This design comes from an exercise in tuning for small area, a short achievable clock period and few clock cycles on the open sky130 flow, not from production work.
At most, simulation tests tie the RTL to the original design; equivalence was not proved.

==> 06-06 <==
Design scu, start of the top module:
module scu (
  input             clk,
  input             rst,         
  input             bus_valid,
  input             bus_write,
  input      [9:0]  bus_addr,    
  input      [31:0] bus_wdata,
  output            bus_ready,
  output reg [31:0] bus_rdata
);
  localparam [3:0] E_ILLEGAL  = 4'd1;
  localparam [3:0] E_RANGE    = 4'd2;
  localparam [3:0] E_INVSYM   = 4'd3;
  localparam [3:0] E_MALLEN   = 4'd4;
  localparam [3:0] E_KIND     = 4'd5;
  localparam [3:0] E_CSUM     = 4'd6;
  localparam [3:0] E_BADPARAM = 4'd7;
  localparam [5:0] OP_NOP    = 6'h00;
  localparam [5:0] OP_CLRERR = 6'h01;
  localparam [5:0] OP_CLRSYM = 6'h02;
  localparam [5:0] OP_EXT    = 6'h04;
  localparam [5:0] OP_INS    = 6'h05;
  localparam [5:0] OP_XCIPH  = 6'h08;
  localparam [5:0] OP_CSUM   = 6'h0C;
  localparam [5:0] OP_CSTORE = 6'h0D;
  localparam [5:0] OP_CVER   = 6'h0E;
  localparam [5:0] OP_VKIND  = 6'h0F;
  localparam [5:0] OP_LUTF   = 6'h10;
  ...
export LEC_CHECK = 0
export ABC_CLOCK_PERIOD_IN_PS = 5000
export CAP_MARGIN = 20
export CORE_MARGIN = 2
export CORE_UTILIZATION = 55
export SETUP_SLACK_MARGIN = 5
export SLEW_MARGIN = 20
create_clock -name core_clock -period 10.0 [get_ports {clk}]
run.sh (not shown) runs the stock make flow with config.mk's settings and CLKGATE_MAP_FILE= SYNTH_SCRIPT=/design/flow/synth_recipe.tcl, a recipe that flattens the netlist after the stock synthesis.
==> 09-11: changes against 06-06 <==
--- a/flow/design.v
+++ b/flow/design.v
@@ -286,43 +286,41 @@
   reg  [4:0]  len;
   reg         region;
   reg  [31:0] val;
   reg  [7:0]  sum;
   reg  [2:0]  err;
   reg  [5:0]  tlen;
   reg  [9:0]  ra;
-  reg  [9:0]  rn;          
-  reg  [9:0]  msel;        
-  reg  [31:0] rd;
-  reg         rv;
+  reg  [31:0] s_txt;
+  reg  [19:0] s_sym;
+  reg  [6:1]  s_reg;
   reg         fbusy;
   reg  [4:0]  fidx;
   reg  [2:0]  fgrp;
   reg  [4:0]  fpos;
   reg  [5:0]  pp;
   reg  [5:0]  pcnt;
   reg         pbad;
   reg         ppend;       
   reg  [5:0]  pbuf [0:19];
   reg         lbusy;       
   reg         lbusy2;      
   reg         lq_w, lq_p;
-  reg         ps1;         
   reg  [4:0]  lq_j;
   reg         lq_hit, lq_space;
   reg  [5:0]  lq_sym;
   reg  [7:0]  csum_q;
   reg         spend;
   wire [7:0]  sum_eff = spend ? csum_q : sum;
   wire [4:0] last_idx = len - 5'd1;
   wire       busy = ppend | lbusy | lbusy2;
   reg  ok_r, ok_w;
   wire a_hit = (bus_addr == ra) & ok_r;
   assign bus_ready = bus_write ? ok_w : a_hit;
-  always @(*) bus_rdata = rd;
+  always @(*) bus_rdata = rmux;
   wire acc    = bus_valid & bus_ready;
   wire acc_wr = acc & bus_write;
   wire acc_rd = acc & ~bus_write;
   wire a_txt = (bus_addr[9:5] == 5'b00100);
   wire a_sym = (bus_addr[9:6] == 4'b0001) && (bus_addr[5:0] < 6'd20);
   reg [119:0] stream;
   integer si;
@@ -373,22 +371,34 @@
   wire [32:0]  i0 = c_off[0] ? {val, 1'b0} : {1'b0, val};
   wire [34:0]  i1 = c_off[1] ? {i0, 2'b0}  : {2'b0, i0};
   wire [38:0]  i2 = c_off[2] ? {i1, 4'b0}  : {4'b0, i1};
   wire [46:0]  i3 = c_off[3] ? {i2, 8'b0}  : {8'b0, i2};
   wire [62:0]  i4 = c_off[4] ? {i3, 16'b0} : {16'b0, i3};
   wire [94:0]  i5 = c_off[5] ? {i4, 32'b0} : {32'b0, i4};
   wire [158:0] i6 = c_off[6] ? {i5, 64'b0} : {64'b0, i5};
-  wire [32:0]  m0 = c_off[0] ? {wmask, 1'b0} : {1'b0, wmask};
-  wire [34:0]  m1 = c_off[1] ? {m0, 2'b0}  : {2'b0, m0};
-  wire [38:0]  m2 = c_off[2] ? {m1, 4'b0}  : {4'b0, m1};
-  wire [46:0]  m3 = c_off[3] ? {m2, 8'b0}  : {8'b0, m2};
-  wire [62:0]  m4 = c_off[4] ? {m3, 16'b0} : {16'b0, m3};
-  wire [94:0]  m5 = c_off[5] ? {m4, 32'b0} : {32'b0, m4};
-  wire [158:0] m6 = c_off[6] ? {m5, 64'b0} : {64'b0, m5};
-  wire [119:0] ins_m = m6[119:0];
+  wire [7:0]  f_end = {1'b0, c_off} + {2'b00, c_wid};
+  reg  [15:0] oh_lt, oh_eq, eh_gt, eh_eq;
+  reg  [7:0]  ol_le, el_gt;
+  reg  [119:0] ins_m;
+  integer mk, mp;
+  always @(*) begin
+    for (mk = 0; mk < 16; mk = mk + 1) begin
+      oh_lt[mk] = (c_off[6:3] < mk);
+      oh_eq[mk] = (c_off[6:3] == mk);
+      eh_gt[mk] = (f_end[7:3] > mk);
+      eh_eq[mk] = (f_end[7:3] == mk);
+    end
+    for (mk = 0; mk < 8; mk = mk + 1) begin
+      ol_le[mk] = (c_off[2:0] <= mk);
+      el_gt[mk] = (f_end[2:0] > mk);
+    end
+    for (mp = 0; mp < 120; mp = mp + 1)
+      ins_m[mp] = (oh_lt[mp / 8] | (oh_eq[mp / 8] & ol_le[mp % 8])) &
+                  (eh_gt[mp / 8] | (eh_eq[mp / 8] & el_gt[mp % 8]));
+  end
   reg  [5:0] last_sym;
   integer li;
   always @(*) begin
     last_sym = 6'd0;
     for (li = 0; li < 20; li = li + 1) last_sym = last_sym | (sym[li] & {6{ll[li]}});
   end
   wire [3:0] cver_mask = (c_k == 3'd1) ? 4'b0001 :
@@ -431,36 +441,31 @@
       if (a == 10'd6) next_of = 10'd128;
       else if (a == 10'd4) next_of = 10'd1;
       else if (a[9:5] == 5'b00100)
         next_of = ({1'b0, a[4:0]} + 6'd1 == tl || a[4:0] == 5'd31) ? 10'd1 : a + 10'd1;
     end
   endfunction
   reg [31:0] rmux;
+  integer mi;
   always @(*) begin
-    rmux = 32'd0;
-    if (msel[9:6] == 4'b0000) begin
-      case (msel[5:0])
-        6'd1: rmux = {29'd0, err};
-        6'd2: rmux = {27'd0, len};
-        6'd3: rmux = {31'd0, region};
-        6'd4: rmux = val;
-        6'd5: rmux = {24'd0, sum_eff};
-        6'd6: rmux = {26'd0, tlen};
-        default: rmux = 32'd0;
-      endcase
-    end else if (msel[9:6] == 4'b0001) begin
-      if (msel[5:0] < 6'd20) rmux = {26'd0, sym[msel[4:0]]};
-    end else if (msel[9:5] == 5'b00100) begin
-      rmux = {11'd0, txt[msel[4:0]]};
-    end
+    rmux = {29'd0, err} & {32{s_reg[1]}};
+    rmux = rmux | ({27'd0, len} & {32{s_reg[2]}});
+    rmux = rmux | ({31'd0, region} & {32{s_reg[3]}});
+    rmux = rmux | (val & {32{s_reg[4]}});
+    rmux = rmux | ({24'd0, sum} & {32{s_reg[5]}});    
+    rmux = rmux | ({26'd0, tlen} & {32{s_reg[6]}});
+    for (mi = 0; mi < 20; mi = mi + 1)
+      rmux = rmux | ({26'd0, sym[mi]} & {32{s_sym[mi]}});
+    for (mi = 0; mi < 32; mi = mi + 1)
+      rmux = rmux | ({11'd0, txt[mi]} & {32{s_txt[mi]}});
   end
   wire [5:0]  fwd_in  = fbusy ? sym[fidx] : val[5:0];
   wire [20:0] fwd_out = alpha_entry(region, fwd_in);
-  wire        p_issue = ppend & ~lq_w & ~lq_p & ~ps1 & ~pbad & (pp < tlen);
-  wire [20:0] rev_in = lbusy ? val[20:0] : ps1 ? rd[20:0] : bus_wdata[20:0];
+  wire        p_issue = ppend & ~lq_w & ~lq_p & ~pbad & (pp < tlen);
+  wire [20:0] rev_in = lbusy ? val[20:0] : ppend ? rmux[20:0] : bus_wdata[20:0];
   wire        rev_hi_ok = lbusy ? (val[31:21] == 11'd0) : 1'b1;
   reg         rev_hit0;
   reg  [5:0]  rev_out;
   integer ri;
   always @(*) begin
     rev_hit0 = 1'b0;
     rev_out = 6'd0;
@@ -501,15 +506,15 @@
     if (q_step) begin
       pbad1 = 1'b0;
       if (lq_space) pp1 = pp + 6'd1;
       else if (lq_hit) begin pp1 = pp + 6'd1; pcnt1 = pcnt + 6'd1; end
       else pbad1 = 1'b1;
     end
   end
-  wire q_busy   = lq_w | lq_p | ps1;
+  wire q_busy   = lq_w | lq_p;
   wire p_invsym = pbad & (pp < tlen);
   wire p_ready  = ~q_busy & (p_invsym | (pp == tlen));
   wire p_ok     = ~p_invsym & (pcnt == {1'b0, len});
   wire [4:0] tlen_fmt = len + ((len > 5'd15) ? 5'd3 : (len > 5'd10) ? 5'd2 :
                                (len > 5'd5) ? 5'd1 : 5'd0);
   wire w_txt    = acc_wr & a_txt;
   wire [4:0] w_txt_i = bus_addr[4:0];
@@ -532,87 +537,55 @@
         OP_LUTF:   if (val > 32'd63) err_nx = E_INVSYM[2:0];
         OP_PARSE:  if (p_ready & p_invsym) err_nx = E_INVSYM[2:0];
                    else if (p_ready & ~p_ok) err_nx = E_MALLEN[2:0];
         default: ;
       endcase
     end
   end
-  wire ext_ok = r_ext & ~f_range_bad;
-  wire c_slow = (c_op == OP_LUTR) | (c_op == OP_LUTF) | ((c_op == OP_PARSE) & ~p_ready);
   wire f_space = (fidx != 5'd0 && fgrp == 3'd5);
   wire [20:0] fmt_char = f_space ? 21'h20 : fwd_out;
   wire [9:0]  f_addr   = {5'b00100, fpos};
   wire [20:0] txt_wd = (fbusy ? fmt_char : bus_wdata[20:0]) & {21{~rst}};
   wire [4:0]  txt_wa = fbusy ? fpos : bus_addr[4:0];
   wire        txt_we = fbusy | (acc_wr & a_txt);
   integer j;
   always @(posedge clk) begin
     for (j = 0; j < 32; j = j + 1)
       if (rst | (txt_we & (txt_wa == j))) txt[j] <= txt_wd;
   end
   wire        w_tlen_ok = acc_wr & (bus_addr == 10'd6) & (bus_wdata <= 32'd32);
   wire [5:0]  tlen_n = c_fmt ? {1'b0, tlen_fmt} : w_tlen_ok ? bus_wdata[5:0] : tlen;
-  wire        rd_miss = bus_valid & ~bus_write & ~busy & (bus_addr != ra);
+  wire        rd_miss = bus_valid & ~bus_write & (bus_addr != ra);
   reg  [9:0]  ra_n;
-  reg         rv_n, rd_we;
-  reg  [31:0] rd_n;
   always @(*) begin
-    ra_n  = ra;
-    rv_n  = rv;
-    rd_we = 1'b0;
-    rd_n  = rmux;
-    if (acc_rd) begin
-      ra_n  = rn;
-      rv_n  = 1'b1;
-      rd_we = 1'b1;
-      if (fbusy && rn == f_addr) rd_n = {11'd0, fmt_char};
-    end else if (a_cmd) begin
-      rd_we = 1'b1;
-      if (c_op == OP_FMT) begin
-        ra_n = 10'd6;
-        rd_n = {26'd0, tlen_n};
-        rv_n = 1'b1;
-      end else if (c_op == OP_EXT) begin
-        ra_n = 10'd4;
-        rd_n = ext_ok ? ext_value : val;
-        rv_n = 1'b1;
-      end else begin
-        ra_n = 10'd1;
-        rd_n = {29'd0, err_nx};
-        rv_n = ~(c_run & c_slow);
-      end
-    end else if (acc_wr) begin
-      rv_n = 1'b0;
-    end else if (rd_miss) begin
-      ra_n = bus_addr;
-      rv_n = 1'b0;
-    end else if (busy) begin
-      rv_n  = 1'b0;
-      rd_we = p_issue;
-    end else if (!rv) begin
-      rd_we = 1'b1;
-      rv_n  = 1'b1;
-      if (fbusy && ra == f_addr) rd_n = {11'd0, fmt_char};
-    end else if (fbusy && ra == f_addr) begin
-      rd_we = 1'b1;
-      rd_n  = {11'd0, fmt_char};
-    end
+    ra_n = ra;
+    if (acc_rd) ra_n = next_of(ra, tlen);
+    else if (a_cmd) ra_n = (c_op == OP_FMT) ? 10'd6 : (c_op == OP_EXT) ? 10'd4 : 10'd1;
+    else if (acc_wr) ra_n = ra;
+    else if (rd_miss) ra_n = bus_addr;
   end
-  wire [9:0] rn_n    = next_of(ra_n, tlen_n);
   wire       ppend_n = ppend ? ~p_ready : (c_parse & ~p_ready);
   wire [5:0] pp_n    = p_restart ? 6'd0 : pp1;
-  wire [9:0] msel_n  = ppend_n ? {5'b00100, pp_n[4:0]} : (rv_n ? rn_n : ra_n);
+  wire [9:0] msel_n  = ppend_n ? {5'b00100, pp_n[4:0]} : ra_n;
   wire       lbusy_n = r_lutr;
   wire       busy_n  = ppend_n | lbusy_n | lbusy;
   wire       fdone   = fbusy & ~f_space & (fidx == last_idx);
   wire       fbusy_n = c_fmt | (fbusy & ~fdone);
   wire [4:0] fpos_n  = c_fmt ? 5'd0 : fbusy ? fpos + 5'd1 : fpos;
   wire       ra_pend_n = fbusy_n & (ra_n[9:5] == 5'b00100) & (ra_n[4:0] >= fpos_n);
   always @(posedge clk) begin
-    if (rd_we) rd <= rd_n;
+    if (rst) begin
+      s_txt <= 32'd0;
+      s_sym <= 20'd0;
+      s_reg <= 6'b000001;
+    end else begin
+      for (mi = 0; mi < 32; mi = mi + 1) s_txt[mi] <= (msel_n == 10'd128 + mi);
+      for (mi = 0; mi < 20; mi = mi + 1) s_sym[mi] <= (msel_n == 10'd64 + mi);
+      for (mi = 1; mi < 7; mi = mi + 1)  s_reg[mi] <= (msel_n == mi);
+    end
     csum_q   <= csum_all;
     lq_j     <= ppend ? pp[4:0] : w_txt_i;
     lq_hit   <= rev_hit;
     lq_space <= rev_space;
     lq_sym   <= rev_out;
   end
   integer i;
@@ -624,32 +597,28 @@
       f_nlim <= ~7'd120;
       region <= 1'b0;
       val    <= 32'd0;
       sum    <= 8'd0;
       err    <= 3'd0;
       tlen   <= 6'd0;
       ra     <= 10'd1;
-      rn     <= 10'd1;
-      msel   <= 10'd1;
-      rv     <= 1'b0;
       fbusy  <= 1'b0;
       fidx   <= 5'd0;
       fgrp   <= 3'd0;
       fpos   <= 5'd0;
       pp     <= 6'd0;
       pcnt   <= 6'd0;
       pbad   <= 1'b0;
       ppend  <= 1'b0;
       lbusy  <= 1'b0;
       lbusy2 <= 1'b0;
-      ok_r   <= 1'b0;
+      ok_r   <= 1'b1;
       ok_w   <= 1'b1;
       lq_w   <= 1'b0;
       lq_p   <= 1'b0;
-      ps1    <= 1'b0;
       spend  <= 1'b0;
     end else begin
       if (acc_wr) begin
         if (bus_addr == 10'd2) begin
           if (bus_wdata >= 32'd1 && bus_wdata <= 32'd20) begin
             len <= bus_wdata[4:0];
             for (i = 0; i < 20; i = i + 1) lt[i] <= (i < bus_wdata[4:0]);
@@ -714,16 +683,15 @@
           fgrp <= fgrp + 3'd1;
           fidx <= fidx + 5'd1;
           if (fidx == last_idx) fbusy <= 1'b0;
         end
         fpos <= fpos + 5'd1;
       end
       lq_w     <= w_txt & ~fbusy;
-      lq_p     <= ps1;
-      ps1      <= p_issue;
+      lq_p     <= p_issue;
       if (p_restart) begin
         pp   <= 6'd0;
         pcnt <= 6'd0;
         pbad <= 1'b0;
       end else begin
         pp   <= pp1;
         pcnt <= pcnt1;
@@ -731,15 +699,12 @@
       end
       if (q_step && !lq_space && lq_hit && pcnt < 6'd20) pbuf[pcnt[4:0]] <= lq_sym;
       if (spend) begin
         sum   <= csum_q;
         spend <= 1'b0;
       end
       ra   <= ra_n;
-      rv   <= rv_n;
-      ok_r <= ~busy_n & rv_n & ~ra_pend_n;
+      ok_r <= ~busy_n & ~ra_pend_n;
       ok_w <= ~busy_n & ~fbusy_n;
-      rn   <= rn_n;
-      msel <= msel_n;
     end
   end
 endmodule
==> flow/config.mk (replaced) <==
export PLATFORM = sky130hd
export DESIGN_NAME = scu
export DESIGN_NICKNAME = scu
export VERILOG_FILES = /design/flow/design.v
export SDC_FILE = /design/flow/constraint.sdc
export NUM_CORES = 8
export LEC_CHECK = 0
export CAP_MARGIN = 20
export CORE_MARGIN = 2
export CORE_UTILIZATION = 40
export CTS_BUF_LIST = sky130_fd_sc_hd__clkbuf_4 sky130_fd_sc_hd__clkbuf_8
export SETUP_SLACK_MARGIN = 5
export SLEW_MARGIN = 20
==> out/results.txt <==
ranking of synthesized cells by area: edfxtp_1, dfxtp_1, nand2_1, a22oi_1, mux2i_1
top post-synthesis cells by count: edfxtp_1, nand2_1, nor2_1, o21ai_0, clkbuf_1
Initial Utilization: 0.402
top-count cell post-synth: edfxtp_1
met3 Usage GRT: 0.241
Post-synth EDFFs: 984
Mapped Cells: 7250
outcome: timing/DRC/antenna clean
clk sinks: 1188
FF+latch count, synth: 1188
Synth Area in XOR/XNOR: 0.0250
top cell type's share of synthesized area: 0.406
final RePlAce weighted congestion: 1.13
synthesized area: 72700 um2
chip height: 430 um
GR Layer Usage met1: 0.587
met2 Use GR: 0.737
Setup WS pre-CTS: 1.73 ns
Max H-tree Level: 4
That was 09-11.
==> out/results.txt <==
GR Layer Usage met1: 0.763
clk sinks: 1184
Post-synth EDFFs: 1016
Synth Area in XOR/XNOR: 0.0238
First Err: [ERROR GRT-0232] Routing congestion too high. Check the congestion heatmap in the GUI.
ranking of synthesized cells by area: edfxtp_1, nand2_1, mux4_2, dfxtp_1, a22oi_1
Initial Utilization: 0.555
Mapped Cells: 7803
Max H-tree Level: 3
top cell type's share of synthesized area: 0.399
chip height: 377 um
top-count cell post-synth: nand2_1
outcome: stopped before the end
Exit stage: 5_1_grt
top post-synthesis cells by count: nand2_1, edfxtp_1, nor2_1, o21ai_0, clkbuf_1
That was 06-06.
Testbench counts of 09-11, summed over its fixed seeds: cycles 10,500.
No functional check of the RTL was part of 06-06.

-- what the ideal ports hide --
In the flow no input, the clock included, has a driving cell. The finished layout below was timed again as built, in two steps.
Step 1: set_driving_cell puts a clkbuf_16 on clk and a buf_2 on each other input, an assumption about the parent block.
Step 2, shift: input delay + t, output delay - t, t = (earliest + latest rising clock arrival at the registers) / 2. This alone moves slack from input paths to output paths.
Slacks: ideal ports / drivers / drivers and shift; pairs: ideal ports / drivers.
run: 09-11
shift t [ns]: 1.099
setup WS [ns]: 4.458 / 4.420 / 3.534
worst hold slack (ns): 0.487 / 0.487 / 0.487
worst setup path after step 2: input to register
latest minus earliest clock arrival (ns): 0.101 / 0.101
After both steps 09-11 still meets setup and hold. The setup slack of 09-11 moves by -0.038 ns with the drivers and by -0.924 ns with both steps.
